Background: an optimization exercise with open tools, aiming at small area. Do not read the settings as production practice. RTL that was checked went through simulation tests only; none was proved equivalent to the original. No functional check of the RTL was part of runs 4 and 5. In every run shown here, the design's own scripts or RTL, not TritonCTS, make the clock network. The clock port is modelled as an ideal driver, which makes a skipped or thinned clock tree look cheaper than it is; a real chip needs a root buffer or a tree. Power is estimated from default activity; no workload was simulated.

--- flow/flow/run.sh ---
#!/bin/bash
# Own layout flow: the standard flow (standard.sh) with these changes.
#  - Synthesis is the standard flow's own script (synth_recipe.tcl), except that the ABC
#    mapping step uses an area-oriented script (flow/area.abc): the same
#    registers, cell types and names, only the logic between them is mapped
#    differently.
#  - Ports are buffered with buf_1 instead of the resizer's default pick.
#  - CTS is replaced by a two-level clock buffer tree (flow/cts_hook.tcl):
#    the registers are split into CLK_GROUPS equal groups by position, each
#    driven by a clkbuf_8 at its centre; one clkbuf_2 drives those.
# Each tool's log is in orfs/logs/; make's output is in flow_make.log.
set -euo pipefail
W=$(pwd)
cat > "$W/flow_synth.tcl" <<EOF
proc abc {args} {
  set i [lsearch -exact \$args -script]
  if {\$i >= 0} { lset args [expr {\$i + 1}] $W/flow/area.abc }
  yosys abc {*}\$args
}
source $W/synth_recipe.tcl
EOF
export BUFFER_PORTS_ARGS="-buffer_cell sky130_fd_sc_hd__buf_1"
export PRE_CTS_TCL="$W/flow/cts_hook.tcl"
export CLK_GROUPS=5
export CLK_LEAF_CELL=sky130_fd_sc_hd__clkbuf_8
export CLK_ROOT_CELL=sky130_fd_sc_hd__clkbuf_2
bash standard.sh SYNTH_SCRIPT="$W/flow_synth.tcl" finish > flow_make.log 2>&1
--- flow/flow/area.abc ---
&get -n
&st
&dch
&nf -R 30 -E 100 -F 8 -A 8
&put
topo
--- flow/flow/cts_hook.tcl ---
# Clock distribution without CTS's H-tree: the registers are split into
# CLK_GROUPS groups of near-equal size by recursive bisection of their
# positions; each group is driven by one CLK_LEAF_CELL placed at the group's
# centre, and one CLK_ROOT_CELL, fed by the clock port, drives the leaf
# buffers. ORFS's CTS step then legalises and repairs timing as usual.

proc flow_split_sinks {sinks k} {
  if {$k <= 1} { return [list $sinks] }
  set xs {}
  set ys {}
  foreach s $sinks { lappend xs [lindex $s 1]; lappend ys [lindex $s 2] }
  set xs [lsort -real $xs]
  set ys [lsort -real $ys]
  set dx [expr {[lindex $xs end] - [lindex $xs 0]}]
  set dy [expr {[lindex $ys end] - [lindex $ys 0]}]
  set idx [expr {$dx >= $dy ? 1 : 2}]
  set sorted [lsort -real -index $idx $sinks]
  set k1 [expr {$k / 2}]
  set n1 [expr {int(round(double([llength $sorted]) * $k1 / $k))}]
  return [concat \
    [flow_split_sinks [lrange $sorted 0 [expr {$n1 - 1}]] $k1] \
    [flow_split_sinks [lrange $sorted $n1 end] [expr {$k - $k1}]]]
}

proc flow_build_clock {} {
  set block [ord::get_db_block]
  set dbu [$block getDbUnitsPerMicron]
  set sinks {}
  foreach inst [$block getInsts] {
    if {[[$inst getMaster] isSequential]} {
      set bb [$inst getBBox]
      lappend sinks [list [$inst getName] \
        [expr {([$bb xMin] + [$bb xMax]) / 2.0 / $dbu}] \
        [expr {([$bb yMin] + [$bb yMax]) / 2.0 / $dbu}]]
    }
  }
  set groups [flow_split_sinks $sinks $::env(CLK_GROUPS)]
  set g 0
  set cx 0
  set cy 0
  foreach grp $groups {
    set sx 0
    set sy 0
    set pins {}
    foreach s $grp {
      set sx [expr {$sx + [lindex $s 1]}]
      set sy [expr {$sy + [lindex $s 2]}]
      lappend pins [get_pins "[lindex $s 0]/CLK"]
    }
    set m [llength $grp]
    set x [expr {$sx / $m}]
    set y [expr {$sy / $m}]
    set cx [expr {$cx + $x}]
    set cy [expr {$cy + $y}]
    insert_buffer -buffer_cell $::env(CLK_LEAF_CELL) -net clk -load_pins $pins \
      -location [list $x $y] -buffer_name "clkbuf_leaf_$g" -net_name "clknet_leaf_$g"
    incr g
  }
  insert_buffer -buffer_cell $::env(CLK_ROOT_CELL) -net clk \
    -location [list [expr {$cx / $g}] [expr {$cy / $g}]] \
    -buffer_name clkbuf_root -net_name clknet_root
  foreach net [$block getNets] {
    if {[string match clk* [$net getName]]} { $net setSigType CLOCK }
  }
  set_propagated_clock [all_clocks]
}

rename clock_tree_synthesis orfs_clock_tree_synthesis
proc clock_tree_synthesis {args} { flow_build_clock }
--- flow/standard.sh ---
#!/bin/bash
# synth_recipe.tcl (not shown) runs the flow's synth.tcl, then flattens the netlist and writes it again
# the make line also repeats each setting of config.mk as NAME=value (left out here)
make -C /OpenROAD-flow-scripts/flow DESIGN_CONFIG=/design/flow/config.mk WORK_HOME=/design/flow/orfs CLKGATE_MAP_FILE= SYNTH_SCRIPT=/design/flow/synth_recipe.tcl "${@:-finish}"
--- flow/config.mk ---
export PLATFORM = sky130hd
export DESIGN_NAME = ev1527_decoder
export DESIGN_NICKNAME = ev1527_decoder
export VERILOG_FILES = /design/flow/design.v
export SDC_FILE = /design/flow/constraint.sdc
export NUM_CORES = 4
export LEC_CHECK = 0
export CAP_MARGIN = 20
export CORE_MARGIN = 2
export CORE_UTILIZATION = 40
export GPL_TIMING_DRIVEN = 0
export SLEW_MARGIN = 20
--- flow/constraint.sdc ---
create_clock -name core_clock -period 6.0 [get_ports {clk}]
set_input_delay 1.2000 -clock core_clock [delete_from_list [all_inputs] [get_ports {clk}]]
set_output_delay 1.2000 -clock core_clock [all_outputs]
set_load 0.01 [all_outputs]
--- flow/design.v ---
module ev1527_classifier (
    input  wire [14:0] lo_i,
    input  wire [13:0] hi_i,
    output wire        valid_o,      
    output wire        bit_o,        
    output wire        preamble_o    
);
    function automatic le15(input [14:0] a, input [14:0] b);
        integer i;
        reg r;
        begin
            r = 1'b1;
            for (i = 0; i < 15; i = i + 1)
                r = (~a[i] & b[i]) | (~a[i] & r) | (b[i] & r);
            le15 = r;
        end
    endfunction
    function automatic [14:0] add15(input [14:0] a, input [14:0] b);
        integer i;
        reg c;
        begin
            c = 1'b0;
            for (i = 0; i < 15; i = i + 1) begin
                add15[i] = a[i] ^ b[i] ^ c;
                c = (a[i] & b[i]) | (a[i] & c) | (b[i] & c);
            end
        end
    endfunction
    wire [14:0] hi = {1'b0, hi_i};
    wire lo_le_2hi = le15(lo_i, {hi_i, 1'b0});
    assign valid_o = le15(15'd450, hi) && le15(hi, 15'd8500) &&
                     le15(15'd1350, lo_i) && le15(lo_i, 15'd25500);
    assign bit_o   = lo_le_2hi;
    wire [14:0] hi_x125 = add15(hi, {3'b000, hi_i[13:2]});
    assign preamble_o = le15(15'd9600, hi) && le15(hi, 15'd16000) &&
                        le15(hi_x125, lo_i) && lo_le_2hi;
endmodule
module ev1527_decoder (
    input  wire        clk,
    input  wire        rst,         
    input  wire        line_i,      
    input  wire        tick_i,      
    input  wire        rearm_i,     
    input  wire        disable_i,   
    input  wire        clrdet_i,    
    output wire [19:0] address_o,
    output wire [3:0]  key_o,
    output wire        detected_o,
    output wire        enabled_o
);
    reg        line_q;
    reg        enabled;
    reg        exp_fall;
    reg [14:0] count;
    reg [13:0] hi;
    reg [4:0]  bit_index;
    wire       preamble_found = |bit_index;
    reg [22:0] acc;
    reg [19:0] address;
    reg [3:0]  key;
    reg        detected;
    wire edge_hit = exp_fall ? (~line_i & line_q) : (line_i & ~line_q);
    wire notify   = enabled & edge_hit & ~rearm_i & ~disable_i;
    wire n_fall   = notify & exp_fall;     
    wire n_rise   = notify & ~exp_fall;    
    wire        big  = ~preamble_found & exp_fall;
    wire [14:0] step = {10'd0, big, 1'b0, big, preamble_found & ~exp_fall,
                        ~big};
    reg  [14:0] count_sum;
    reg         carry;
    reg         count_c14;    
    integer i;
    always @(*) begin
        carry = 1'b0;
        count_c14 = 1'b0;
        for (i = 0; i < 15; i = i + 1) begin
            if (i == 14)
                count_c14 = carry;
            count_sum[i] = count[i] ^ step[i] ^ carry;
            carry        = (count[i] & step[i]) | (count[i] & carry) |
                           (step[i] & carry);
        end
    end
    wire count_sat = exp_fall ? count_c14 : carry;
    wire valid, bit_value, is_preamble;
    ev1527_classifier u_classifier (
        .lo_i      (count),
        .hi_i      (hi),
        .valid_o   (valid),
        .bit_o     (bit_value),
        .preamble_o(is_preamble)
    );
    wire take_bit = n_rise & preamble_found & valid;
    wire last_bit = (bit_index == 5'd14);
    wire complete = take_bit & last_bit;
    always @(posedge clk) begin
        line_q <= line_i;
        if (notify)
            count <= 15'd0;
        else if (enabled && tick_i && !count_sat)
            count <= count_sum;
        if (n_fall)
            hi[12:0] <= count[12:0];
        if (n_fall)
            hi[13] <= count[13];
        else if (notify || rearm_i)
            hi[13] <= 1'b0;
        if (rearm_i)
            exp_fall <= 1'b0;
        else if (notify)
            exp_fall <= ~exp_fall & (~preamble_found | valid);
        if (rearm_i)
            bit_index <= 5'd0;
        else if (n_rise) begin
            if (!preamble_found)
                bit_index <= {4'd0, is_preamble};
            else if (valid)
                bit_index <= {bit_index[3:0], bit_index[4] ^ bit_index[2]};
            else
                bit_index <= 5'd0;
        end
        if (take_bit)
            acc <= {acc[21:0], bit_value};
        if (complete) begin
            address <= acc[22:3];
            key     <= {acc[2:0], bit_value};
        end
        if (rst)
            enabled <= 1'b0;
        else if (disable_i)
            enabled <= 1'b0;
        else if (rearm_i)
            enabled <= 1'b1;
        else if (complete)
            enabled <= 1'b0;
        if (rst)
            detected <= 1'b0;
        else if (complete)
            detected <= 1'b1;
        else if (clrdet_i)
            detected <= 1'b0;
    end
    assign address_o  = address;
    assign key_o      = key;
    assign detected_o = detected;
    assign enabled_o  = enabled;
endmodule
==> run summary, run 1 <==
Total Power between 1000 and 1500 uW; Slowest cell on crit path fa_1; Met3 Wirelength 246 um; DRC viols 0; Post-Route WL around 6800 um; drt pass-1 iters 4; setup tns final 0 ns; Wirelength per Cell approximately 15 um; Synth-to-Final Area Change 12.77%; final instance area 0.004198 mm2; RSZ-0062 raised after global routing true; Slew @ Worst Pin 0.9466 ns; die area approximately 0.010 mm2; Core ar. 0.009153 mm2; post-synth top area share 49.21%; critical path, cell by cell ha_1, clkinv_1, fa_1, fa_2, fa_2, fa_2, fa_2, fa_2, fa_1, fa_2, fa_2, fa_1, fa_1, clkinv_1, ha_1, ha_1, a22oi_2, a21oi_1, a211oi_2, nand2_1, a221oi_2; DRT iter0 DRCs ~130; VDD IR max 0.2463 mV; asr flop ratio synth 0%; Synth top cells by count 61 x edfxtp_1, 32 x clkinv_1, 29 x nor2_1, 24 x dfxtp_1, 15 x ha_1; Sequential Power Share 62.3%; cell mode on critical path fa_2; worst hold path type flip-flop to flip-flop; first-pass GRT wire length approximately 12000 um; synthesized cell area 0.003722 mm2; Final setup violation count 0; Mean Syn Cell Area 13.11 um2; Critical Path End Type flip-flop; Sw Ratio 30.78%; Final GP Congestion between 0.8 and 0.9; Logic pwr share ~19%; class of the most critical setup path flip-flop to flip-flop; CP Data Arrival Time 6.23 ns; die height 100.5 um; skew final 0.01154 ns; Synth area leaders edfxtp_1 49%, dfxtp_1 13%, fa_1 7.5%; Ports 33; Post-Route M1 WL around 3200 um; worst path bufs/invs 2; Synth area leader edfxtp_1; #FFs+latches synth 85; Final nets 369; Site Rows 35; IO buf count 32; DP Area 0.004028 mm2; Synth cell types 35; Startpoint Class flip-flop; largest net degree at the start of global routing 25; top routing layer used met4; WP data required between 6 and 7 ns; WL met2 roughly 3300 um; Pint 883.1 uW; power per cell area 303.9 mW/mm2; count leader, synth edfxtp_1; Starting Density 40.67%; Fillers 818; vias between 2000 and 2500; part of the cycle the worst path needs a little over nine tenths; Skew-Pair Late Insertion Delay 0.49 ns; relative slew slack 36.86%; Post-synth EDFFs 61; Final Max Slew Viols 0; r2r setup slk 0.17 ns; post-synthesis sequential area ratio 62.12%; die span in x 100.5 um; YS warnings 2; vias in the first global route 2429; largest fanout on the critical path 2; Max Freq 171.5 MHz; max-cap violations 0; Post-Syn Nets between 300 and 400; initial antenna violation count 1; Switch Pwr 392.6 uW; Clock transition at path regs 0.10 ns; Clock Power Share 18.4%; CP max stage delay about 0.39 ns; Final Hold Viols 0; Mapped Cells 284; min cycle time layout 5.830 ns; hpwl dp 4797 um; status finished clean; vias per cell 5.393; CTS Hold Bufs 0; global-route usage over all layers 14.19%; Final Worst Setup Slack 0.1699 ns; ANT nets after route 0; Synth Flop Type edfxtp_1; setup slack at placement -0.3221 ns; leakage power 0.001382 uW; GR Overflow Total 0; layout cells sized above 1 ~9%; critical path's top delay family adder cells
[power by group through the flow]
stage,clock (uW),sequential (uW),combinational (uW)
global placement,0,804,229
CTS,251,793,240
floorplan,0,769,191
detailed placement,0,810,239
finish,235,795,246
global route,270,811,293
[cell families (layout without fill, tap and decap cells)]
logic type | count (synthesis) | count (layout) | share of synthesized area, %
AOI/OAI and AO/OA | 73 | 73 | 13.82
adders and majority gates | 29 | 29 | 12.57
buffers and inverters | 32 | 78 | 3.227
DFF | 85 | 85 | 62.12
other | 0 | 1 | 0
and+or+nand+nor | 65 | 66 | 8.270
[worst reg2reg max path, stage by stage (launching register included)]
cell	delay [ns]
edfxtp_1	0.37
ha_1	0.15
clkinv_1	0.07
fa_1	0.39
fa_2	0.36
fa_2	0.35
fa_2	0.35
fa_2	0.35
fa_2	0.35
fa_1	0.39
fa_2	0.36
fa_2	0.35
fa_1	0.39
fa_1	0.37
clkinv_1	0.06
ha_1	0.14
ha_1	0.25
a22oi_2	0.13
a21oi_1	0.10
a211oi_2	0.15
nand2_1	0.10
a221oi_2	0.21
[final timing paths]
check                              from      endpoint  cells past startpoint
worst max-delay path              hi[0]  bit_index[0]                     21
worst min-delay path            acc[22]   address[19]                      0
worst max register to register    hi[0]  bit_index[0]                     21
worst min register to register  acc[22]   address[19]                      0
[registers in the layout (all words and copies together), names as in the netlist]
signal and cells:
hi 14, count 15, exp_fall 1, acc 23
bit_index 5, line_q 1, detected 1, address 20
enabled 1, key 4
[placed cells by master, fill, tap and decap left out, types with 2 or more instances in the layout]
master and n:
nor3_1 6, nor2_1 29, a22oi_1 10, a221oi_1 3, buf_4 6, buf_6 2, o22ai_1 7, nand2_1 9
nand4_1 4, clkinv_1 31, o211ai_1 2, dfxtp_1 24, nor4_1 2, nand2b_1 3, fa_1 7, o21ai_0 9
buf_1 32, a222oi_1 2, edfxtp_1 61, a21oi_1 10, nor3_2 2, ha_1 15, a211oi_1 13, o2111ai_1 2
o221ai_1 6, o311ai_0 2, fa_2 7, nand3_1 2, clkbuf_8 5
[metal layers]
layer  GRT usage [%]  vias to the layer above
li1                -                     1181
met1           20.34                     1160
met2           23.80                       38
met3           1.664                       10
met4           2.318                        0
met5               0                        -
[through the flow]
step	util, %	instances	hold slack (ns)
floorplan	-	284	0.4003
global placement	43.50	427	0.4073
detailed placement	44.01	430	0.4088
CTS	45.28	440	0.4325
global route	45.86	443	0.4570
finish	45.86	443	0.4311
[timing repair]
item                       4_1_cts  5_1_grt
pin swaps                        2        1
buffers inserted                 3        2
setup endpoints to repair       16       16
cloned                           1        0
resized for setup                6        7
[final cells by class, without the clock buffers]
| cell class | count | area (um2) | area share [%] |
|---|---|---|---|
| flip-flops and latches | 85 | 2312 | 55.08 |
| inverters | 32 | 121.4 | 2.891 |
| multi-input cells | 168 | 1361 | 32.43 |
| diodes | 1 | 2.502 | 0.05961 |
| well taps | 111 | 138.9 | 3.308 |
| repair buffers | 40 | 187.7 | 4.471 |
==> inputs of run 2 (changes only) <==
==> flow/flow/area.abc (replaced) <==
&get -n
&st
&dch
&nf -R 1000 -E 100 -F 8 -A 8
&put
topo
==> run 2 against run 1 <==
Still clean on timing, DRC and antenna. Area after synthesis about the same. Synthesized cell count down 1.1%. Cell area down 0.66%. First-iteration DRC count up 38%. Die area about the same. Total power up 0.41%.
==> run summary, run 2 <==
Pint 884.1 uW (was 883.1 uW); Clock Power Share 18.8% (was 18.4%); worst r2r src hi[3] (was hi[0]); Synth-to-Final Area Change 12.11% (was 12.77%); CTS Hold Bufs 0 (unchanged); Slowest cell on crit path fa_2 (was fa_1); Sequential Power Share 61.3% (was 62.3%); commonest non-fill, non-tap cell in the layout edfxtp_1 (unchanged); area of the multi-input gates 0.001338 mm2 (was 0.001361 mm2); drt pass-1 iters 4 (unchanged); leakage power 0.001362 uW (was 0.001382 uW); largest net degree at the start of global routing 30 (was 25); cell mode on critical path fa_2 (unchanged); most frequent cells in the layout 61 x edfxtp_1, 33 x clkinv_1, 32 x buf_1 (was 61 x edfxtp_1, 32 x buf_1, 31 x clkinv_1); Skew-Pair Late Insertion Delay 0.48 ns (was 0.49 ns); met2 Usage GRT 21.22% (was 23.80%); Ports 33 (unchanged); vias per cell 5.397 (was 5.393); count leader, synth edfxtp_1 (unchanged); largest fanout on the critical path 3 (was 2); IO buf count 32 (unchanged); Synth area leaders edfxtp_1 49%, dfxtp_1 13%, fa_1 7.5% (unchanged); asr flop ratio synth 0% (unchanged); Wirelength per Cell 15.74 um (was 15.44 um); post-layout util 45.78% (was 45.86%); Total Power 1281 uW (was 1276 uW); final instance area 0.004170 mm2 (was 0.004198 mm2); Final nets 365 (was 369); DRC viols 0 (unchanged); Synth cell types 33 (was 35); Post-Route WL 6892 um (was 6842 um); Post-Syn Nets 317 (was 320); global route hottest layer met2 (unchanged); RR Endpoint bit_index[0] (unchanged); Final Max Slew Viols 0 (unchanged); Fillers 850 (was 818); GR met3 Demand/Resource 2.159% (was 1.664%); Hold Crit Endpoint address[19] (unchanged); # placed instances 427 (was 430); critical path, cell by cell clkinv_1, fa_2, fa_2, fa_2, fa_2, fa_2, fa_1, fa_2, fa_2, fa_1, fa_2, fa_2, clkinv_1, ha_1, ha_1, a22oi_1, a21o_1, nand3_1, a221oi_2 (was ha_1, clkinv_1, fa_1, fa_2, fa_2, fa_2, fa_2, fa_2, fa_1, fa_2, fa_2, fa_1, fa_1, clkinv_1, ha_1, ha_1, a22oi_2, a21oi_1, a211oi_2, nand2_1, a221oi_2); FF+latch area 0.002312 mm2 (unchanged); met1 GRT Util 21.11% (was 20.34%); Mean Syn Cell Area 13.24 um2 (was 13.11 um2); Synth Flop Type edfxtp_1 (unchanged); GR Overflow Total 0 (unchanged); worst hold slack 0.4435 ns (was 0.4311 ns); Final setup violation count 0 (unchanged); vias in the first global route 2274 (was 2429); hold path start acc[22] (unchanged); part of the cycle the worst path needs 95.35% (was 97.17%); Reg2Reg Depth 19 (was 21); CP max stage delay 0.41 ns (was 0.39 ns); Synth top cells by count 61 x edfxtp_1, 33 x clkinv_1, 29 x nor2_1, 24 x dfxtp_1, 15 x ha_1 (was 61 x edfxtp_1, 32 x clkinv_1, 29 x nor2_1, 24 x dfxtp_1, 15 x ha_1); layout cells sized above 1 8.563% (was 8.761%); VDD IR max 0.1948 mV (was 0.2463 mV); WP data required 6.39 ns (was 6.40 ns); DRT iter0 DRCs 183 (was 133); Mapped Cells 281 (was 284); power per cell area 307.2 mW/mm2 (was 303.9 mW/mm2); min cycle time layout 5.721 ns (was 5.830 ns); Final Hold Viols 0 (unchanged); die area 0.01009 mm2 (about the same); Largest regs acc x23, address x20, count x15 (unchanged); CP Data Arrival Time 6.11 ns (was 6.23 ns); worst path bufs/invs 2 (unchanged); r2r setup slk 0.28 ns (was 0.17 ns); Critical Path End Type flip-flop (unchanged); final cell count without fillers 438 (was 443); register bank with the most flops acc (unchanged); Max Freq 174.8 MHz (was 171.5 MHz); relative slew slack 32.89% (was 36.86%); Synth area leader edfxtp_1 (unchanged); post-synthesis sequential area ratio 62.16% (was 62.12%); die height 100.4 um (was 100.5 um); critical path's top delay family adder cells (unchanged); Switch Pwr 396.8 uW (was 392.6 uW); #FFs+latches synth 85 (unchanged); Site Rows 35 (unchanged); diodes inserted 0 (was 1); Post-synth EDFFs 61 (unchanged); first-pass GRT wire length 11410 um (was 11850 um); class of the most critical setup path flip-flop to flip-flop (unchanged); Clock transition at path regs 0.11 ns (was 0.10 ns); max-cap violations 0 (unchanged); die span in x 100.4 um (was 100.5 um); Logic pwr share 19.9% (was 19.3%); worst hold path type flip-flop to flip-flop (unchanged); Core ar. 0.009109 mm2 (was 0.009153 mm2); Startpoint Class flip-flop (unchanged); DP Area 0.004015 mm2 (was 0.004028 mm2); Final GP Congestion 0.8245 (was 0.8079); Starting Density 40.84% (was 40.67%); RSZ-0062 raised after global routing false (was true); hpwl dp 4875 um (was 4797 um); Hold Path Stages 0 (unchanged); max reg flops 23 (unchanged); vias 2364 (was 2389); ANT nets after route 0 (unchanged); global-route usage over all layers 13.67% (was 14.19%); Slew @ Worst Pin 1.006 ns (was 0.9466 ns); initial antenna violation count 0 (was 1); YS warnings 2 (unchanged); status finished clean (unchanged); post-synth top area share 49.24% (was 49.21%); synthesized cell area 0.003720 mm2 (was 0.003722 mm2); Sw Ratio 30.98% (was 30.78%); skew final 0.01690 ns (was 0.01154 ns)
## run 2: cell types whose count changed in the layout (fill, tap and decap cells not counted), sizes merged, moves of 3 or more
cell | before | now
a221oi | 4 | 13
a22oi | 11 | 7
mux2i | 0 | 3
nand2 | 9 | 6
nand3 | 2 | 5
nand4 | 4 | 1
o21ai | 9 | 6
o221ai | 6 | 3
## run 2: per-layer routing
metal | wire length [um] | part of all wire (%) | vias to the layer above
li1 | - | - | 1174
met1 | 3472 | 50 | 1133
met2 | 3011 | 44 | 50
met3 | 330 | 4.8 | 7
met4 | 78 | 1.1 | 0
met5 | 0 | 0 | -
## run 2: worst max-delay path by stage
stage | from | endpoint | cells after the start
2_1_floorplan | hi[2] | bit_index[0] | 20
3_3_place_gp | line_i | acc[6] | 6
3_5_place_dp | bit_index[0] | count[3] | 21
4_1_cts | hi[0] | bit_index[0] | 20
5_1_grt | bit_index[0] | count[5] | 21
6_report | hi[3] | bit_index[0] | 19
## run 2: what timing repair did
| action | in CTS | in global routing |
|---|---|---|
| setup buffers | 4 | 1 |
| gates resized for setup | 4 | 9 |
| endpoints found under the setup margin | 16 | 16 |
| cloned | 0 | 0 |
| pin swaps | 0 | 1 |
## run 2: final cells by class, without the clock buffers
cell class	instances	area share, %
multi-input combinational	163	32.07
inverter	33	2.970
tap	111	3.330
timing repair buffer	40	4.410
sequential	85	55.45
## run 2: cell families after synthesis
logic type               count (synthesis)  synth area share (%)
AO/OA/AOI/OAI                           71                 13.59
adder cells (fa/ha/maj)                 29                 12.58
buffers and inverters                   33                 3.330
flip-flops                              85                 62.16
multiplexers                             3                0.8073
AND/OR/NAND/NOR                         60                 7.535
## run 2: stage by stage
step / worst slack (ns) / TNS, ns
2_1_floorplan: 0.2153 / 0
3_3_place_gp: -0.7266 / -20.01
3_5_place_dp: -0.2603 / -3.766
4_1_cts: 0.009062 / 0
5_1_grt: 0.01112 / 0
6_report: 0.2787 / 0
## run 2: power by group through the flow
stage / Sequential [uW] / Combinational [uW] / Clock (uW)
after detailed placement: 799 / 252 / 0
after global routing: 797 / 294 / 269
after floorplan: 766 / 201 / 0
after CTS: 784 / 255 / 253
final: 785 / 255 / 240
after global placement: 795 / 245 / 0
==> inputs of run 3 (changes only) <==
--- a/flow/design.v
+++ b/flow/design.v
@@ -119,7 +119,7 @@
             else
                 bit_index <= 5'd0;
         end
-        if (take_bit)
+        if (n_rise)
             acc <= {acc[21:0], bit_value};
         if (complete) begin
             address <= acc[22:3];
==> run 3 against run 2 <==
Still clean on timing, DRC and antenna. Flip-flop and latch count did not move. Clock power barely moved. Clock skew shrank 0.0039 ns. Critical path type unchanged. Critical endpoint unchanged.
==> run summary, run 3 <==
status finished clean (unchanged); drt pass-1 iters 4 (unchanged); Synth-to-Final Area Change 12.04% (was 12.11%); Post-synth EDFFs 61 (unchanged); hpwl dp 4761 um (was 4875 um); critical path, cell by cell ha_1, clkinv_1, fa_1, fa_1, fa_2, fa_2, fa_1, fa_1, fa_1, fa_2, fa_2, fa_2, fa_1, clkinv_1, ha_1, ha_1, a22oi_1, nand2_1, o221ai_1, nand3_1, a211oi_2 (was clkinv_1, fa_2, fa_2, fa_2, fa_2, fa_2, fa_1, fa_2, fa_2, fa_1, fa_2, fa_2, clkinv_1, ha_1, ha_1, a22oi_1, a21o_1, nand3_1, a221oi_2); Max Freq 172.2 MHz (was 174.8 MHz); class of the most critical setup path flip-flop to flip-flop (unchanged); post-synth top area share 49.36% (was 49.24%); die height 100.3 um (was 100.4 um); Skew-Pair Late Insertion Delay 0.48 ns (about the same); cell mode on critical path fa_1 (was fa_2); DP Area 0.004005 mm2 (was 0.004015 mm2); commonest non-fill, non-tap cell in the layout edfxtp_1 (unchanged); DRC viols 0 (unchanged); Synth area leaders edfxtp_1 49%, dfxtp_1 13%, fa_1 7.6% (was edfxtp_1 49%, dfxtp_1 13%, fa_1 7.5%); largest fanout on the critical path 2 (was 3); Ports 33 (unchanged); synthesized cell area 0.003711 mm2 (was 0.003720 mm2); # placed instances 427 (unchanged); Site Rows 35 (unchanged); power per cell area 305.4 mW/mm2 (was 307.2 mW/mm2); worst r2r src hi[0] (was hi[3]); Final Max Slew Viols 0 (unchanged); Starting Density 40.74% (was 40.84%); first-pass GRT wire length 11070 um (was 11410 um); Synth top cells by count 61 x edfxtp_1, 33 x clkinv_1, 24 x dfxtp_1, 24 x nor2_1, 16 x a211oi_1 (was 61 x edfxtp_1, 33 x clkinv_1, 29 x nor2_1, 24 x dfxtp_1, 15 x ha_1); vias per cell 5.520 (was 5.397); CP Data Arrival Time 6.21 ns (was 6.11 ns); Final setup violation count 0 (unchanged); WP data required 6.40 ns (was 6.39 ns); leakage power 0.001363 uW (was 0.001362 uW); global-route usage over all layers 13.37% (was 13.67%); die area 0.01006 mm2 (was 0.01009 mm2); Critical Path End Type flip-flop (unchanged); #FFs+latches synth 85 (unchanged); skew final 0.01300 ns (was 0.01690 ns); Startpoint Class flip-flop (unchanged); register bank with the most flops acc (unchanged); DRT iter0 DRCs 87 (was 183); final instance area 0.004158 mm2 (was 0.004170 mm2); Synth cell types 31 (was 33); Slowest cell on crit path fa_1 (was fa_2); part of the cycle the worst path needs 96.77% (was 95.35%); final cell count without fillers 440 (was 438); die span in x 100.3 um (was 100.4 um); ANT nets after route 0 (unchanged); layout cells sized above 1 7.622% (was 8.563%); count leader, synth edfxtp_1 (unchanged); crit path from hi[0] (was hi[3]); CP max stage delay 0.40 ns (was 0.41 ns); Mapped Cells 281 (unchanged); Final Hold Viols 0 (unchanged); Synth area leader edfxtp_1 (unchanged); Mean Syn Cell Area 13.21 um2 (was 13.24 um2); max reg flops 23 (unchanged); relative slew slack 39.53% (was 32.89%); vias 2429 (was 2364); Fillers 835 (was 850); Clock transition at path regs 0.10 ns (was 0.11 ns); Core ar. 0.009109 mm2 (unchanged); YS warnings 2 (unchanged); Final nets 366 (was 365); Wirelength per Cell 15.06 um (was 15.74 um); Post-Route WL 6628 um (was 6892 um); VDD IR max 0.1407 mV (was 0.1948 mV); Largest regs acc x23, address x20, count x15 (unchanged); Final GP Congestion 0.8569 (was 0.8245); largest net degree at the start of global routing 30 (unchanged); min cycle time layout 5.806 ns (was 5.721 ns); most frequent cells in the layout 61 x edfxtp_1, 32 x clkinv_1, 32 x buf_1 (was 61 x edfxtp_1, 33 x clkinv_1, 32 x buf_1); hold path start acc[22] (unchanged); worst hold path type flip-flop to flip-flop (unchanged); Post-Syn Nets 317 (unchanged); Synth Flop Type edfxtp_1 (unchanged); vias in the first global route 2228 (was 2274); asr flop ratio synth 0% (unchanged); GR Overflow Total 0 (unchanged); Slew @ Worst Pin 0.9014 ns (was 1.006 ns); initial antenna violation count 1 (was 0); max-cap violations 0 (unchanged); IO buf count 32 (unchanged); post-synthesis sequential area ratio 62.31% (was 62.16%)
-- run 3: cell count changes after synthesis, sizes merged, moves of 2 or more --
| cell | delta |
|---|---|
| nand3 | +2 |
| nor2 | -5 |
| nand2 | +3 |
| a22oi | -3 |
| a21oi | +3 |
| a211oi | +2 |
-- run 3: power by group --
part,switching (uW),total (uW),internal (uW)
registers,93.1,781,688
clock network,159,238,78.5
logic,135,251,116
total,387,1270,883
-- run 3: path summary, 6_finish.rpt --
| path | slack [ns] | depth (start not counted) | endpoint |
|---|---|---|---|
| max | 0.19 | 21 | bit_index[0] |
| min reg2reg | 0.43 | 0 | address[19] |
| min | 0.43 | 0 | address[19] |
| max reg2reg | 0.19 | 21 | bit_index[0] |
-- run 3: repair_timing --
item | in CTS | in global routing
pin swaps | 0 | 1
hold buffers | 0 | 0
gates resized for setup | 3 | 6
gates cloned | 0 | 0
endpoints found under the hold margin | 0 | 0
setup endpoints to repair | 16 | 16
buffers inserted | 4 | 2
-- run 3: layout make-up, without the clock buffers --
cell class                      instances  area [um2]  area share [%]
Inverter                               33       125.1           3.009
Tap cell                              111       138.9           3.340
Timing Repair Buffer                   41       188.9           4.544
Sequential cell                        85        2312           55.61
Multi-Input combinational cell        163        1316           31.66
Antenna cell                            1       2.502         0.06019
-- run 3: cells by family after synthesis --
logic type,after synthesis,share of synthesized area (%)
buffers and inverters,33,3.338
adders and majority gates,29,12.61
and+or+nand+nor,60,7.620
DFF,85,62.31
AOI/OAI and AO/OA,72,13.59
muxes,2,0.5395
-- run 3: through the flow --
stage / util (%) / power [uW] / TNS (ns) / worst slack [ns] / hold WS [ns]
global placement: 43.59 / 1037 / -5.148 / -0.2943 / 0.4035
finish: 45.65 / 1270 / 0 / 0.1937 / 0.4290
global route: 45.62 / 1361 / -0.06136 / -0.03208 / 0.4645
floorplan: - / 966.0 / 0 / 0.2344 / 0.4003
CTS: 45.21 / 1283 / 0 / 0.01785 / 0.4304
detailed placement: 43.97 / 1047 / -3.422 / -0.2412 / 0.4074
-- run 3: routing by layer --
metal	vias up	wire [um]	GRT usage (%)	part of all wire (%)
met3	9	295	1.253	4.5
li1	1182	-	-	-
met4	0	120	2.002	1.8
met1	1172	3257	20.30	49
met2	66	2953	21.42	45
met5	-	0	0	0
-- run 3: worst max-delay path, delay by kind of cell, from the launching register on --
kind                     cells  cell delay (ns)
AO/OA/AOI/OAI                3             0.41
adder cells (fa/ha/maj)     14             4.61
buffers and inverters        2             0.13
flip-flops                   1             0.38
AND/OR/NAND/NOR              2             0.20
==> inputs of run 4 (changes only) <==
--- a/flow/design.v
+++ b/flow/design.v
@@ -68,20 +68,16 @@
                         ~big};
     reg  [14:0] count_sum;
     reg         carry;
-    reg         count_c14;    
     integer i;
     always @(*) begin
         carry = 1'b0;
-        count_c14 = 1'b0;
         for (i = 0; i < 15; i = i + 1) begin
-            if (i == 14)
-                count_c14 = carry;
             count_sum[i] = count[i] ^ step[i] ^ carry;
             carry        = (count[i] & step[i]) | (count[i] & carry) |
                            (step[i] & carry);
         end
     end
-    wire count_sat = exp_fall ? count_c14 : carry;
+    wire count_sat = exp_fall ? &count[13:6] : &count[14:6];
     wire valid, bit_value, is_preamble;
     ev1527_classifier u_classifier (
         .lo_i      (count),
==> run 4 against run 3 <==
Flip-flop and latch count unchanged. First-iteration DRC count up 18%. Die area up 0.65%. Clock power up 2%. Via count up 3.3%. Critical path type unchanged. Critical endpoint unchanged. Highest routed layer is now met5.
==> run summary, run 4 <==
Post-synth EDFFs 61 (unchanged); Max Freq 171.3 MHz (was 172.2 MHz); Wirelength per Cell 15.77 um (was 15.06 um); die span in x 100.6 um (was 100.3 um); Site Rows 35 (unchanged); Slew @ Worst Pin 0.9266 ns (was 0.9014 ns); min cycle time layout 5.838 ns (was 5.806 ns); Final Hold Viols 0 (unchanged); Mapped Cells 296 (was 281); ANT nets after route 0 (unchanged); Final setup violation count 0 (unchanged); worst hold slack 0.4387 ns (was 0.4290 ns); relative slew slack 37.84% (was 39.53%); CP max stage delay 0.39 ns (was 0.40 ns); xor/xnor share of the synthesized area 0% (unchanged); DP Area 0.004028 mm2 (was 0.004005 mm2); Clock transition at path regs 0.11 ns (was 0.10 ns); mux contribution to synthesized area 0% (was 0.5394%); simple-gate portion of the synthesized area 8.238% (was 7.620%); Final nets 379 (was 366); Fillers 867 (was 835); drt pass-1 iters 4 (unchanged); largest fanout on the critical path 2 (unchanged); Synth top cells by count 61 x edfxtp_1, 38 x clkinv_1, 34 x nor2_1, 28 x a21oi_1, 24 x dfxtp_1 (was 61 x edfxtp_1, 33 x clkinv_1, 24 x dfxtp_1, 24 x nor2_1, 16 x a211oi_1); Starting Density 40.82% (was 40.74%); Final Worst Setup Slack 0.1619 ns (was 0.1937 ns); first-pass GRT wire length 12190 um (was 11070 um); Total Power 1203 uW (was 1270 uW); DRT iter0 DRCs 103 (was 87); Startpoint Class flip-flop (unchanged); Compound-Gate Fraction of Synth Area 13.86% (was 13.59%); Mean Syn Cell Area 12.62 um2 (was 13.21 um2); Final GP Congestion 0.8501 (was 0.8569); hpwl dp 4996 um (was 4761 um); power per cell area 286.0 mW/mm2 (was 305.4 mW/mm2); RSZ-0062 raised after global routing true; Synth cell types 32 (was 31); VDD IR max 0.1342 mV (was 0.1407 mV); register bank with the most flops acc (unchanged); Critical Path End Type flip-flop (unchanged); DRC viols 0 (unchanged); largest net degree at the start of global routing 31 (was 30); vias per cell 5.541 (was 5.520); WP data required 6.41 ns (was 6.40 ns); Synth Flop Type edfxtp_1 (unchanged); Ports 33 (unchanged); die area 0.01013 mm2 (was 0.01006 mm2); Post-Syn Nets 331 (was 317); WL met2 3318 um (was 2953 um); vias 2510 (was 2429); synthesized cell area 0.003736 mm2 (was 0.003711 mm2); Core ar. 0.009153 mm2 (was 0.009109 mm2); most frequent cells in the layout 61 x edfxtp_1, 36 x clkinv_1, 34 x nor2_1 (was 61 x edfxtp_1, 32 x clkinv_1, 32 x buf_1); worst path bufs/invs 2 (unchanged); final cell count without fillers 453 (was 440); vias in the first global route 2443 (was 2228); cell mode on critical path fa_2 (was fa_1); # placed instances 442 (was 427); r2r setup slk 0.16 ns (was 0.19 ns); CP Data Arrival Time 6.25 ns (was 6.21 ns); max-cap violations 0 (unchanged); Synth-to-Final Area Change 12.63% (was 12.04%); global-route usage over all layers 14.64% (was 13.37%); initial antenna violation count 1 (unchanged); part of the cycle the worst path needs 97.30% (was 96.77%); Met3 Wirelength 348 um (was 295 um); commonest non-fill, non-tap cell in the layout edfxtp_1 (unchanged); Final Max Slew Viols 0 (unchanged); GR Overflow Total 0 (unchanged); Synth area leader edfxtp_1 (unchanged); final instance area 0.004208 mm2 (was 0.004158 mm2); CTS Hold Bufs 0 (unchanged); skew final 0.01322 ns (was 0.01300 ns); #FFs+latches synth 85 (unchanged); Largest regs acc x23, address x20, count x15 (unchanged); Synth area leaders edfxtp_1 49%, dfxtp_1 13%, fa_1 7.5% (was edfxtp_1 49%, dfxtp_1 13%, fa_1 7.6%); Post-Synth Adder-Cell Area 12.19% (was 12.61%); Slowest cell on crit path edfxtp_1 (was fa_1); post-synthesis sequential area ratio 61.89% (was 62.31%); top routing layer used met5 (was met4); worst hold path type flip-flop to flip-flop (unchanged); layout cells sized above 1 10.82% (was 7.622%); critical path, cell by cell ha_2, inv_2, fa_2, fa_2, fa_2, fa_2, fa_2, fa_2, fa_2, fa_2, fa_2, fa_2, fa_2, clkinv_1, ha_2, ha_4, a22oi_2, a21oi_2, a2111oi_2, a211oi_1, nor3_1 (was ha_1, clkinv_1, fa_1, fa_1, fa_2, fa_2, fa_1, fa_1, fa_1, fa_2, fa_2, fa_2, fa_1, clkinv_1, ha_1, ha_1, a22oi_1, nand2_1, o221ai_1, nand3_1, a211oi_2); setup slack at placement -0.3780 ns (was -0.2412 ns); leakage power 0.001378 uW (was 0.001363 uW); YS warnings 2 (unchanged); IO buf count 32 (unchanged); status finished clean (unchanged); count leader, synth edfxtp_1 (unchanged); die height 100.6 um (was 100.3 um); largest family of logic cells by synthesized area compound AO/OA/AOI/OAI gates (unchanged); Post-Route M1 WL 3300 um (was 3257 um); diodes inserted 0 (was 1); max reg flops 23 (unchanged); post-synth top area share 49.03% (was 49.36%); asr flop ratio synth 0% (unchanged); critical path's top delay family adder cells (unchanged); Skew-Pair Late Insertion Delay 0.49 ns (was 0.48 ns); class of the most critical setup path flip-flop to flip-flop (unchanged); Post-Route WL 7143 um (was 6628 um)
-- run 4: cell types whose count changed after synthesis, moves of 2 or more --
cell      before  now
nand2_1        9    6
a21oi_1       14   28
nor2_1        24   34
a31oi_1        3    1
o21ai_0        7   11
nand4_1        1    3
nand3_1        7    5
mux2i_1        2    0
clkinv_1      33   38
a311oi_1       0    2
a211oi_1      16    4
-- run 4: final timing paths --
kind,start,end,depth (start not counted)
worst max-delay path,hi[0],bit_index[0],21
worst min-delay path,acc[22],address[19],0
worst max register to register,hi[0],bit_index[0],21
worst min register to register,acc[22],address[19],0
-- run 4: final cells by class, without the clock buffers --
class                      instances  area (um2)  area share [%]
inverter                          38       143.9           3.420
multi-input combinational        173        1360           32.32
sequential                        85        2312           54.95
tap                              111       138.9           3.301
timing repair buffer              40       178.9           4.252
-- run 4: kinds of logic after synthesis --
logic type               count (synthesis)
AO/OA/AOI/OAI                           79
AND/OR/NAND/NOR                         66
flip-flops                              85
adder cells (fa/ha/maj)                 28
buffers and inverters                   38
-- run 4: routing by layer --
metal  up-vias  GRT usage [%]
li1       1214              -
met1      1215          21.39
met2        64          23.18
met3        15          2.080
met4         2          3.477
met5         -              0
-- run 4: repair_timing --
| item | in CTS | in global routing |
|---|---|---|
| gates resized for setup | 9 | 12 |
| cloned | 0 | 0 |
| buffers inserted | 3 | 2 |
| pin swaps | 0 | 8 |
| setup endpoints to repair | 1 | 1 |
-- run 4: report_power, final --
group | switching (uW) | internal (uW) | leakage (uW)
clock network | 163 | 78.5 | 0.0000401
logic | 126 | 94.2 | 0.000589
registers | 70.1 | 671 | 0.000749
-- run 4: metrics by stage --
| stage | util (%) | TNS [ns] |
|---|---|---|
| 5_1_grt | 45.97 | -0.08170 |
| 3_5_place_dp | 44.01 | -0.3780 |
| 6_report | 45.97 | 0 |
| 3_3_place_gp | 43.65 | -0.2948 |
| 2_1_floorplan | - | 0 |
| 4_1_cts | 45.30 | 0 |
==> inputs of run 5 (changes only) <==
--- a/flow/design.v
+++ b/flow/design.v
@@ -63,9 +63,11 @@
     wire notify   = enabled & edge_hit & ~rearm_i & ~disable_i;
     wire n_fall   = notify & exp_fall;     
     wire n_rise   = notify & ~exp_fall;    
+    wire        count_sat = exp_fall ? &count[13:6] : &count[14:6];
+    wire        inc  = enabled & tick_i & ~count_sat;
     wire        big  = ~preamble_found & exp_fall;
     wire [14:0] step = {10'd0, big, 1'b0, big, preamble_found & ~exp_fall,
-                        ~big};
+                        ~big} & {15{inc}};
     reg  [14:0] count_sum;
     reg         carry;
     integer i;
@@ -77,7 +79,6 @@
                            (step[i] & carry);
         end
     end
-    wire count_sat = exp_fall ? &count[13:6] : &count[14:6];
     wire valid, bit_value, is_preamble;
     ev1527_classifier u_classifier (
         .lo_i      (count),
@@ -91,10 +92,7 @@
     wire complete = take_bit & last_bit;
     always @(posedge clk) begin
         line_q <= line_i;
-        if (notify)
-            count <= 15'd0;
-        else if (enabled && tick_i && !count_sat)
-            count <= count_sum;
+        count <= notify ? 15'd0 : count_sum;
         if (n_fall)
             hi[12:0] <= count[12:0];
         if (n_fall)
==> run 5 against run 4 <==
Wire length down 12%. Critical path type unchanged. Highest routed layer is now met4. Cell count down 8.4%. Clock power hardly changed. Synthesized cell count down 11%. Largest power group unchanged. Still clean on timing, DRC and antenna.
==> run summary, run 5 <==
CP max stage delay 0.39 ns (about the same); skew final 0.008993 ns (was 0.01322 ns); Site Rows 34 (was 35); die area 0.009907 mm2 (was 0.01013 mm2); Critical Path End Type flip-flop (unchanged); xor/xnor share of the synthesized area 0.2399% (was 0%); crit path from hi[0] (unchanged); GR Overflow Total 0 (unchanged); Post-Syn Nets 298 (was 331); most frequent cells in the layout 61 x edfxtp_1, 32 x buf_1, 29 x clkinv_1 (was 61 x edfxtp_1, 36 x clkinv_1, 34 x nor2_1); leakage power 0.001360 uW (was 0.001378 uW); class of the most critical setup path flip-flop to flip-flop (unchanged); area of the multi-input gates 0.001270 mm2 (was 0.001360 mm2); Switch Pwr 233.0 uW (was 359.4 uW); relative slew slack 42.42% (was 37.84%); worst path bufs/invs 1 (was 2); largest fanout on the critical path 4 (was 2); Synth Flop Type edfxtp_1 (unchanged); Compound-Gate Fraction of Synth Area 9.459% (was 13.86%); worst hold path type flip-flop to flip-flop (unchanged); mux contribution to synthesized area 0% (unchanged); Post-synth EDFFs 61 (unchanged); Final nets 343 (was 379); CTS Hold Bufs 0 (unchanged); Mean Syn Cell Area 13.88 um2 (was 12.62 um2); first-pass GRT wire length 10350 um (was 12190 um); worst r2r src hi[0] (unchanged); Starting Density 41.46% (was 40.82%); vias 2178 (was 2510); post-layout util 46.15% (was 45.97%); Skew-Pair Late Insertion Delay 0.47 ns (was 0.49 ns); Pint 766.0 uW (was 843.9 uW); Final GP Congestion 0.8426 (was 0.8501); Synth-to-Final Area Change 11.31% (was 12.63%); layout cells sized above 1 7.843% (was 10.82%); part of the cycle the worst path needs 96.69% (was 97.30%); Mapped Cells 263 (was 296); critical path's top delay family adder cells (unchanged); count leader, synth edfxtp_1 (unchanged); simple-gate portion of the synthesized area 8.122% (was 8.238%); Sw Ratio 23.32% (was 29.87%); power per cell area 245.8 mW/mm2 (was 286.0 mW/mm2); Total Power 999.0 uW (was 1203 uW); final instance area 0.004064 mm2 (was 0.004208 mm2); Core ar. 0.008806 mm2 (was 0.009153 mm2); Synth area leader edfxtp_1 (unchanged); DRC viols 0 (unchanged); status finished clean (unchanged); WP data required 6.39 ns (was 6.41 ns); max-cap violations 0 (unchanged); post-synth top area share 50.17% (was 49.03%); Largest regs acc x23, address x20, count x15 (unchanged); post-synthesis sequential area ratio 63.33% (was 61.89%); RSZ-0062 raised after global routing false (was true); DP Area 0.003939 mm2 (was 0.004028 mm2); hold path start acc[22] (unchanged); initial antenna violation count 1 (unchanged); Sequential Power Share 67.7% (was 61.6%); Hold Path Stages 0 (unchanged); synthesized cell area 0.003651 mm2 (was 0.003736 mm2); register bank with the most flops acc (unchanged); largest family of logic cells by synthesized area adder cells (was compound AO/OA/AOI/OAI gates); ANT nets after route 0 (unchanged); asr flop ratio synth 0% (unchanged); max reg flops 23 (unchanged); critical path depth 19 (was 21); Fillers 765 (was 867); VDD IR max 0.1530 mV (was 0.1342 mV); #FFs+latches synth 85 (unchanged); global-route usage over all layers 12.53% (was 14.64%); cell mode on critical path maj3_1 (was fa_2); Final Max Slew Viols 0 (unchanged); Logic pwr share 7.9% (was 18.3%); IO buf count 32 (unchanged); Post-Synth Adder-Cell Area 15.76% (was 12.19%); hpwl dp 4464 um (was 4996 um); setup tns final 0 ns (unchanged); Max Freq 172.4 MHz (was 171.3 MHz); Clock Power Share 24.4% (was 20.1%); min cycle time layout 5.801 ns (was 5.838 ns); Reg2Reg Depth 19 (was 21); DRT iter0 DRCs 82 (was 103); Post-Route WL 6268 um (was 7143 um); Slowest cell on crit path maj3_1 (was edfxtp_1); Synth top cells by count 61 x edfxtp_1, 30 x clkinv_1, 24 x dfxtp_1 (was 61 x edfxtp_1, 38 x clkinv_1, 34 x nor2_1, 28 x a21oi_1, 24 x dfxtp_1); Wirelength per Cell 15.10 um (was 15.77 um); drt pass-1 iters 4 (unchanged); Synth cell types 36 (was 32); critical path, cell by cell buf_4, o21ai_0, a21boi_0, maj3_1, maj3_1, maj3_1, maj3_1, maj3_1, maj3_1, maj3_1, maj3_1, maj3_1, maj3_1, maj3_1, maj3_1, a21o_1, o21ai_2, nand3_2, a221oi_2 (was ha_2, inv_2, fa_2, fa_2, fa_2, fa_2, fa_2, fa_2, fa_2, fa_2, fa_2, fa_2, fa_2, clkinv_1, ha_2, ha_4, a22oi_2, a21oi_2, a2111oi_2, a211oi_1, nor3_1); die span in x 99.54 um (was 100.6 um); FF+latch area 0.002312 mm2 (unchanged); vias in the first global route 2120 (was 2443); CP Data Arrival Time 6.19 ns (was 6.25 ns); Final Hold Viols 0 (unchanged); largest net degree at the start of global routing 25 (was 31); die height 99.54 um (was 100.6 um); YS warnings 2 (unchanged); Slew @ Worst Pin 0.8584 ns (was 0.9266 ns); Synth area leaders edfxtp_1 50%, dfxtp_1 13%, fa_1 7.7% (was edfxtp_1 49%, dfxtp_1 13%, fa_1 7.5%); Startpoint Class flip-flop (unchanged); Clock transition at path regs 0.11 ns (about the same); commonest non-fill, non-tap cell in the layout edfxtp_1 (unchanged); Ports 33 (unchanged); Final setup violation count 0 (unchanged); vias per cell 5.248 (was 5.541)
## run 5: cell types whose count changed after synthesis, moves of 3 or more
cell	delta
nor2_1	-22
a221oi_1	-8
a211oi_1	-3
maj3_1	+12
nor2b_1	+12
o21ai_0	-3
a21oi_1	-14
clkinv_1	-8
## run 5: final cells by class, without the clock buffers
class	count	share of cell area, %
Antenna cell	1	0.06158
Sequential cell	85	56.90
Multi-Input combinational cell	148	31.25
Inverter	30	2.802
Tap cell	108	3.325
Timing Repair Buffer	37	3.849
## run 5: timing repair
action,CTS,global route
pin swaps,1,1
gates resized for setup,4,8
setup buffers,2,0
gates cloned,0,0
hold endpoints to repair,0,0
setup endpoints to repair,1,1
## run 5: logic make-up after synthesis
| kind of cell | Yosys count |
|---|---|
| adders and majority gates | 40 |
| xor gates and xnor gates | 1 |
| buffers and inverters | 30 |
| and+or+nand+nor | 55 |
| AOI/OAI and AO/OA | 52 |
| DFF | 85 |
## run 5: path summary, 6_finish.rpt
path | slack, ns | to
hold reg to reg | 0.43 | address[19]
setup / recovery | 0.20 | bit_index[0]
setup reg to reg | 0.20 | bit_index[0]
hold / removal | 0.43 | address[19]
## run 5: power groups by stage
stage                     combinational (uW)  clock, uW  sequential [uW]
final                                   79.1        243              677
after global routing                    91.9        272              681
after detailed placement                78.6          0              690
after floorplan                         63.5          0              680
after global placement                  76.4          0              690
after CTS                               79.4        256              676
## run 5: per-stage QoR
step / setup slack (ns) / instances / hold WS [ns]
3_3_place_gp: -0.1117 / 403 / 0.4038
3_5_place_dp: -0.1636 / 406 / 0.4079
2_1_floorplan: 0.1883 / 263 / 0.4003
5_1_grt: 0.01657 / 415 / 0.4601
4_1_cts: 0.02360 / 414 / 0.4360
6_report: 0.1988 / 415 / 0.4311
## run 5: metal layers
layer	routed length [um]	global-route usage, %	part of all wire [%]
met2	3045	21.47	49
met4	97	1.581	1.5
met5	0	0	0
met3	230	1.335	3.7
met1	2895	17.87	46
==> inputs of run 6 (changes only) <==
--- a/flow/design.v
+++ b/flow/design.v
@@ -93,11 +93,13 @@
     always @(posedge clk) begin
         line_q <= line_i;
         count <= notify ? 15'd0 : count_sum;
-        if (n_fall)
+        if (exp_fall)
             hi[12:0] <= count[12:0];
-        if (n_fall)
+        if (rearm_i)
+            hi[13] <= 1'b0;
+        else if (exp_fall)
             hi[13] <= count[13];
-        else if (notify || rearm_i)
+        else if (notify)
             hi[13] <= 1'b0;
         if (rearm_i)
             exp_fall <= 1'b0;
==> run 6 against run 5 <==
Still clean. Critical path depth up 2. Worst hold slack worse by 0.0041 ns. Sequential share of layout area up 0.10 points. Maximum frequency up 1.1%. Area after synthesis down 0.31%. Die area down 0.29%. Synthesized cell count unchanged.
==> run summary, run 6 <==
status finished clean (unchanged); initial antenna violation count 1 (unchanged); Final nets 343 (unchanged); largest net degree at the start of global routing 26 (was 25); Skew-Pair Late Insertion Delay 0.48 ns (was 0.47 ns); Slew @ Worst Pin 0.9104 ns (was 0.8584 ns); Wirelength per Cell 14.31 um (was 15.10 um); vias 2118 (was 2178); Starting Density 41.53% (was 41.46%); vias in the first global route 2070 (was 2120); DRC viols 0 (unchanged); Max Freq 174.2 MHz (was 172.4 MHz); Synth-to-Final Area Change 10.97% (was 11.31%); max-cap violations 0 (unchanged); drt pass-1 iters 4 (unchanged); most frequent cells in the layout 60 x edfxtp_1, 32 x buf_1, 28 x clkinv_1 (was 61 x edfxtp_1, 32 x buf_1, 29 x clkinv_1); ANT nets after route 0 (unchanged); die height 99.39 um (was 99.54 um); Final Hold Viols 0 (unchanged); worst r2r src hi[2] (was hi[0]); Site Rows 34 (unchanged); post-synth top area share 49.50% (was 50.17%); post-synthesis sequential area ratio 63.25% (was 63.33%); WP data required 6.39 ns (about the same); GR Overflow Total 0 (unchanged); commonest non-fill, non-tap cell in the layout edfxtp_1 (unchanged); Startpoint Class flip-flop (unchanged); Core ar. 0.008763 mm2 (was 0.008806 mm2); class of the most critical setup path flip-flop to flip-flop (unchanged); Mean Syn Cell Area 13.84 um2 (was 13.88 um2); r2r setup slk 0.26 ns (was 0.20 ns); Critical Path End Type flip-flop (unchanged); count leader, synth edfxtp_1 (unchanged); Synth area leaders edfxtp_1 50%, dfxtp_1 14%, fa_1 7.7% (was edfxtp_1 50%, dfxtp_1 13%, fa_1 7.7%); die area 0.009878 mm2 (was 0.009907 mm2); Synth area leader edfxtp_1 (unchanged); die span in x 99.39 um (was 99.54 um); DRT iter0 DRCs 79 (was 82); IO buf count 32 (unchanged); asr flop ratio synth 0% (unchanged); Final setup violation count 0 (unchanged); global-route usage over all layers 11.96% (was 12.53%); RR Endpoint bit_index[0] (unchanged); Ports 33 (unchanged); crit path from hi[2] (was hi[0]); Largest regs acc x23, address x20, count x15 (unchanged); Total Power 984.4 uW (was 999.0 uW); Clock transition at path regs 0.10 ns (was 0.11 ns); max reg flops 23 (unchanged); relative slew slack 39.22% (was 42.42%); CP Data Arrival Time 6.13 ns (was 6.19 ns); largest fanout on the critical path 2 (was 4); Post-Syn Nets 298 (unchanged); leakage power 0.001380 uW (was 0.001360 uW); first-pass GRT wire length 9853 um (was 10350 um); register bank with the most flops acc (unchanged); Post-Route WL 5937 um (was 6268 um); #FFs+latches synth 85 (unchanged); part of the cycle the worst path needs 95.66% (was 96.69%); synthesized cell area 0.003640 mm2 (was 0.003651 mm2); Final GP Congestion 0.8048 (was 0.8426); hpwl dp 4156 um (was 4464 um); Synth top cells by count 60 x edfxtp_1, 30 x clkinv_1, 25 x dfxtp_1, 17 x nor2_1 (was 61 x edfxtp_1, 30 x clkinv_1, 24 x dfxtp_1); VDD IR max 0.09260 mV (was 0.1530 mV); Mapped Cells 263 (unchanged); min cycle time layout 5.740 ns (was 5.801 ns); vias per cell 5.104 (was 5.248); Reg2Reg Depth 21 (was 19); Post-synth EDFFs 60 (was 61); power per cell area 243.7 mW/mm2 (was 245.8 mW/mm2); worst hold slack 0.4270 ns (was 0.4311 ns); post-layout util 46.09% (was 46.15%); Synth cell types 36 (unchanged); skew final 0.01902 ns (was 0.008993 ns); Final Max Slew Viols 0 (unchanged); worst hold path type flip-flop to flip-flop (unchanged); Synth Flop Type edfxtp_1 (unchanged); layout cells sized above 1 7.843% (unchanged); YS warnings 2 (unchanged); worst setup path endpoint bit_index[0] (unchanged)
==> run 6: layout make-up, without the clock buffers <==
class                   count  area [um2]
inverters                  30       113.9
flip-flops and latches     85        2302
diodes                      1       2.502
repair buffers             37       157.7
fillers                   796        4725
well taps                 108       135.1
multi-input cells         148        1254
==> run 6: worst min path at each step <==
| stage | from | end | slack [ns] | cells past startpoint |
|---|---|---|---|---|
| 3_5_place_dp | acc[22] | address[19] | 0.41 | 0 |
| 3_3_place_gp | acc[22] | address[19] | 0.40 | 0 |
| 2_1_floorplan | acc[22] | address[19] | 0.40 | 0 |
| 6_report | acc[22] | address[19] | 0.43 | 0 |
| 5_1_grt | acc[22] | address[19] | 0.44 | 0 |
| 4_1_cts | acc[22] | address[19] | 0.43 | 0 |
==> run 6: cells by family (layout without fill, tap and decap cells) <==
kind of cell	Yosys count	after routing	synth area share [%]
other cells	0	1	0
fa+ha+maj	40	40	15.81
compound gates	51	51	9.557
flops	85	85	63.25
simple gates	56	56	8.044
xor+xnor	1	1	0.2407
buf+inv	30	73	3.094
==> run 6: worst max-delay path: stages, from the launching register on <==
cell	delay, ns
edfxtp_1	0.38
ha_1	0.15
clkinv_1	0.07
fa_1	0.38
fa_2	0.36
fa_2	0.35
fa_2	0.35
fa_1	0.39
fa_2	0.36
fa_2	0.35
fa_2	0.34
fa_1	0.38
fa_2	0.35
fa_1	0.37
clkinv_1	0.05
ha_1	0.14
ha_1	0.23
a22oi_1	0.16
nand2_1	0.08
o221ai_1	0.07
nand3_1	0.11
a221oi_1	0.24
==> run 6: repair_timing <==
item | 4_1_cts | 5_1_grt
gates cloned | 0 | 0
endpoints found under the setup margin | 1 | 1
buffers inserted | 3 | 1
pin swaps | 0 | 1
hold buffers | 0 | 0
gates resized for setup | 3 | 10
hold endpoints to repair | 0 | 0
==> run 6: where the power goes <==
group	switching [uW]	internal [uW]
clock	163	78.6
combinational	31.8	35.3
sequential	31.3	644
total	227	758
==> run 6: through the flow <==
stage | TNS, ns | instances | setup WS, ns | area [um2]
after floorplan | 0 | 263 | 0.1861 | 3640
after detailed placement | -0.1128 | 404 | -0.1128 | 3908
after global routing | -0.006169 | 415 | -0.006169 | 4039
after global placement | -0.08657 | 403 | -0.08657 | 3895
after CTS | 0 | 413 | 0.04304 | 4010
final | 0 | 415 | 0.2605 | 4039
==> run 6: routing by layer <==
layer  global-route usage [%]  up-vias  wire length, um
met5                        0        -                0
met4                    1.791        0              109
met3                    1.405        5              264
met2                    19.39       42             2623
met1                    17.86     1007             2939
li1                         -     1064                -
==> inputs of run 7 (changes only) <==
--- a/flow/design.v
+++ b/flow/design.v
@@ -31,9 +31,10 @@
     assign valid_o = le15(15'd450, hi) && le15(hi, 15'd8500) &&
                      le15(15'd1350, lo_i) && le15(lo_i, 15'd25500);
     assign bit_o   = lo_le_2hi;
-    wire [14:0] hi_x125 = add15(hi, {3'b000, hi_i[13:2]});
-    assign preamble_o = le15(15'd9600, hi) && le15(hi, 15'd16000) &&
-                        le15(hi_x125, lo_i) && lo_le_2hi;
+    wire [14:0] q       = {3'b000, hi_i[13:2]};
+    wire [14:0] q_x5    = add15({q[12:0], 2'b00}, q);
+    assign preamble_o = le15(15'd2400, q) && le15(q, 15'd4000) &&
+                        le15(q_x5, lo_i) && lo_le_2hi;
 endmodule
 module ev1527_decoder (
     input  wire        clk,
--- a/flow/flow/run.sh
+++ b/flow/flow/run.sh
@@ -21,7 +21,7 @@
 EOF
 export BUFFER_PORTS_ARGS="-buffer_cell sky130_fd_sc_hd__buf_1"
 export PRE_CTS_TCL="$W/flow/cts_hook.tcl"
-export CLK_GROUPS=5
+export CLK_GROUPS=4
 export CLK_LEAF_CELL=sky130_fd_sc_hd__clkbuf_8
 export CLK_ROOT_CELL=sky130_fd_sc_hd__clkbuf_2
 bash standard.sh SYNTH_SCRIPT="$W/flow_synth.tcl" finish > flow_make.log 2>&1
--- a/flow/config.mk
+++ b/flow/config.mk
@@ -7,6 +7,6 @@
 export LEC_CHECK = 0
 export CAP_MARGIN = 20
 export CORE_MARGIN = 2
-export CORE_UTILIZATION = 40
+export CORE_UTILIZATION = 60
 export GPL_TIMING_DRIVEN = 0
 export SLEW_MARGIN = 20
==> run 7 against run 6 <==
First-iteration DRC count rose by 130%. Highest routed layer unchanged. Die area fell by 33%. Largest power group unchanged. Wire length rose by 6.6%.
==> run summary, run 7 <==
relative slew slack 36.87% (was 39.22%); Synth area leaders edfxtp_1 50%, dfxtp_1 14%, fa_1 6.7% (was edfxtp_1 50%, dfxtp_1 14%, fa_1 7.7%); CTS Hold Bufs 0 (unchanged); worst path bufs/invs 2 (unchanged); die area 0.006619 mm2 (was 0.009878 mm2); DRC viols 0 (unchanged); diodes inserted 0 (was 1); min cycle time layout 5.222 ns (was 5.740 ns); Skew-Pair Late Insertion Delay 0.46 ns (was 0.48 ns); Ports 33 (unchanged); asr flop ratio synth 0% (unchanged); Synth Flop Type edfxtp_1 (unchanged); Reg2Reg Depth 18 (was 21); vias in the first global route 2200 (was 2070); #FFs+latches synth 85 (unchanged); met2 Usage GRT 35.49% (was 19.39%); hpwl dp 4652 um (was 4156 um); part of the cycle the worst path needs 87.03% (was 95.66%); Wirelength per Cell 16.61 um (was 14.31 um); Critical Path End Type flip-flop (unchanged); IO buf count 32 (unchanged); Final Hold Viols 0 (unchanged); global-route usage over all layers 19.99% (was 11.96%); first-pass GRT wire length 10430 um (was 9853 um); class of the most critical setup path flip-flop to flip-flop (unchanged); max reg flops 23 (unchanged); GR met3 Demand/Resource 2.000% (was 1.405%); power per cell area 246.3 mW/mm2 (was 243.7 mW/mm2); setup tns final 0 ns (unchanged); Largest regs acc x23, address x20, count x15 (unchanged); cell mode on critical path fa_1 (was fa_2); die height 81.36 um (was 99.39 um); Final Max Slew Viols 0 (unchanged); largest fanout on the critical path 5 (was 2); critical path's top delay family adder cells (unchanged); VDD IR max 0.1984 mV (was 0.09260 mV); RSZ-0062 raised after global routing false; Synth cell types 39 (was 36); Synth-to-Final Area Change 9.164% (was 10.97%); Slowest cell on crit path edfxtp_1 (was fa_1); Max Freq 191.5 MHz (was 174.2 MHz); worst hold path type flip-flop to flip-flop (unchanged); WP data required 6.37 ns (was 6.39 ns); global route hottest layer met2 (unchanged); commonest non-fill, non-tap cell in the layout edfxtp_1 (unchanged); Synth area leader edfxtp_1 (unchanged); leakage power 0.001344 uW (was 0.001380 uW); vias per cell 5.843 (was 5.104); Startpoint Class flip-flop (unchanged); r2r setup slk 0.78 ns (was 0.26 ns); layout cells sized above 1 4.248% (was 7.843%); post-synthesis sequential area ratio 64.11% (was 63.25%); Final setup violation count 0 (unchanged); max-cap violations 0 (unchanged); CP max stage delay 0.44 ns (was 0.39 ns); YS warnings 2 (unchanged); CP Data Arrival Time 5.59 ns (was 6.13 ns); count leader, synth edfxtp_1 (unchanged); post-cts sizing count 0 (was 3); Post-Route WL 6327 um (was 5937 um); synthesized cell area 0.003591 mm2 (was 0.003640 mm2); die span in x 81.36 um (was 99.39 um); ANT nets after route 0 (unchanged); post-layout util 67.00% (was 46.09%); most frequent cells in the layout 60 x edfxtp_1, 32 x buf_1, 28 x clkinv_1 (unchanged); RR Endpoint bit_index[0] (unchanged); Post-CTS Setup Bufs 0 (was 3); hold path start acc[22] (unchanged); GR Overflow Total 0 (unchanged); register bank with the most flops acc (unchanged); Slew @ Worst Pin 0.9384 ns (was 0.9104 ns); largest net degree at the start of global routing 25 (was 26); vias 2226 (was 2118); Site Rows 28 (was 34); worst r2r src hi[2] (unchanged); Clock transition at path regs 0.12 ns (was 0.10 ns); Post-Syn Nets 296 (was 298); Hold Path Stages 0 (unchanged); initial antenna violation count 0 (was 1); Synth top cells by count 60 x edfxtp_1, 28 x clkinv_1, 25 x dfxtp_1, 14 x ha_1 (was 60 x edfxtp_1, 30 x clkinv_1, 25 x dfxtp_1, 17 x nor2_1); Mean Syn Cell Area 13.65 um2 (was 13.84 um2); Starting Density 61.38% (was 41.53%); drt pass-1 iters 4 (unchanged); critical path, cell by cell ha_1, fa_1, clkinv_1, fa_1, fa_1, fa_1, fa_1, fa_1, fa_1, fa_1, fa_1, clkinv_1, ha_1, ha_1, a22oi_1, a21o_1, nand3_1, a311oi_1 (was ha_1, clkinv_1, fa_1, fa_2, fa_2, fa_2, fa_1, fa_2, fa_2, fa_2, fa_1, fa_2, fa_1, clkinv_1, ha_1, ha_1, a22oi_1, nand2_1, o221ai_1, nand3_1, a221oi_1); Final nets 341 (was 343); Final GP Congestion 0.7949 (was 0.8048); Post-synth EDFFs 60 (unchanged); Core ar. 0.005851 mm2 (was 0.008763 mm2); skew final 0.008914 ns (was 0.01902 ns); post-synth top area share 50.17% (was 49.50%); met1 GRT Util 27.38% (was 17.86%); Mapped Cells 263 (unchanged); Hold Crit Endpoint address[19] (unchanged); DRT iter0 DRCs 185 (was 79); status finished clean (unchanged)
run 7: cell count changes in the layout (fill, tap and decap cells not counted), moves of 3 or more:
cell       change
maj3_1        -10
fa_2           -7
nor2_1         -6
o22ai_1        +6
fa_1           +5
nand2_1        +5
a2111oi_0      +3
run 7: report_power, final:
part / leakage, uW / switching, uW / internal (uW) / total (uW)
logic: 0.000563 / 43.7 / 33.7 / 77.5
registers: 0.000748 / 25.5 / 644 / 669
clock network: 0.0000329 / 154 / 64.6 / 219
run 7: worst max path at each step:
stage / startpoint / end / slack (ns) / cells past startpoint
after floorplan: line_i / address[0] / 0.04 / 6
after global placement: line_i / address[15] / -1.52 / 7
after detailed placement: exp_fall / count[13] / 0.71 / 22
after CTS: exp_fall / count[13] / 0.68 / 22
after global routing: exp_fall / count[14] / 0.31 / 23
final: hi[2] / bit_index[0] / 0.78 / 18
run 7: through the flow:
stage	std cells	hold WS (ns)	setup slack [ns]	total power (uW)	area [um2]
final	381	0.4427	0.7782	965.4	3920
after global routing	381	0.4544	0.3130	1009	3920
after CTS	381	0.4397	0.6769	974.3	3920
after detailed placement	376	0.4115	0.7078	759.4	3860
after global placement	370	0.4103	-1.522	754.8	3805
after floorplan	263	0.4003	0.03955	733.1	3591
run 7: routing by layer:
layer,wire length [um],vias up,share of wire [%]
met3,244,8,3.9
met2,3183,36,50
met5,0,-,0
met4,100,0,1.6
li1,-,1092,-
met1,2798,1090,44
run 7: cell families (layout without fill, tap and decap cells):
group,after synthesis,after routing,share of synthesized area [%]
flip-flops,85,85,64.11
AO/OA/AOI/OAI,66,66,12.82
AND/OR/NAND/NOR,57,57,8.328
buffers and inverters,28,71,2.927
adder cells (fa/ha/maj),26,26,11.57
XOR/XNOR,1,1,0.2439
run 7: final cells by class, without the clock buffers:
class                           instances  area (um2)
Inverter                               28       105.1
Tap cell                               75       93.84
Timing Repair Buffer                   38       163.9
Multi-Input combinational cell        150        1195
Fill cell                             445        1931
Sequential cell                        85        2302

afterwards: timing with drivers on the ports:
The flow's constraints put no driver on any port. The routed layouts listed below were extracted and timed again, unchanged, in two steps.
Step 1, drivers: a clkbuf_16 drives clk and a buf_2 each remaining input, both assumed.
Step 2, shift: input delay + t, output delay - t, t = (earliest + latest rising clock arrival at the registers) / 2. This alone moves slack from input paths to output paths.
Three values: ideal, step 1, step 2; two values: the first two.
run | t, ns | setup WS [ns] | clock arrival spread, ns | worst register clock-pin slew, ns | cell pins on the clock port's net
run 1 | 0.513 | 0.170 / 0.170 / 0.170 | 0.011 / 0.012 | 0.10 / 0.10 | 1
run 2 | 0.499 | 0.279 / 0.279 / 0.279 | 0.017 / 0.017 | 0.11 / 0.11 | 1
run 3 | 0.502 | 0.194 / 0.194 / 0.194 | 0.013 / 0.013 | 0.11 / 0.11 | 1
run 4 | 0.516 | 0.162 / 0.162 / 0.162 | 0.013 / 0.013 | 0.11 / 0.11 | 1
run 5 | 0.499 | 0.199 / 0.199 / 0.199 | 0.009 / 0.009 | 0.11 / 0.11 | 1
run 6 | 0.504 | 0.260 / 0.260 / 0.260 | 0.019 / 0.019 | 0.11 / 0.11 | 1
run 7 | 0.476 | 0.778 / 0.778 / 0.778 | 0.009 / 0.009 | 0.12 / 0.12 | 1
After both steps every run listed still meets setup and hold.
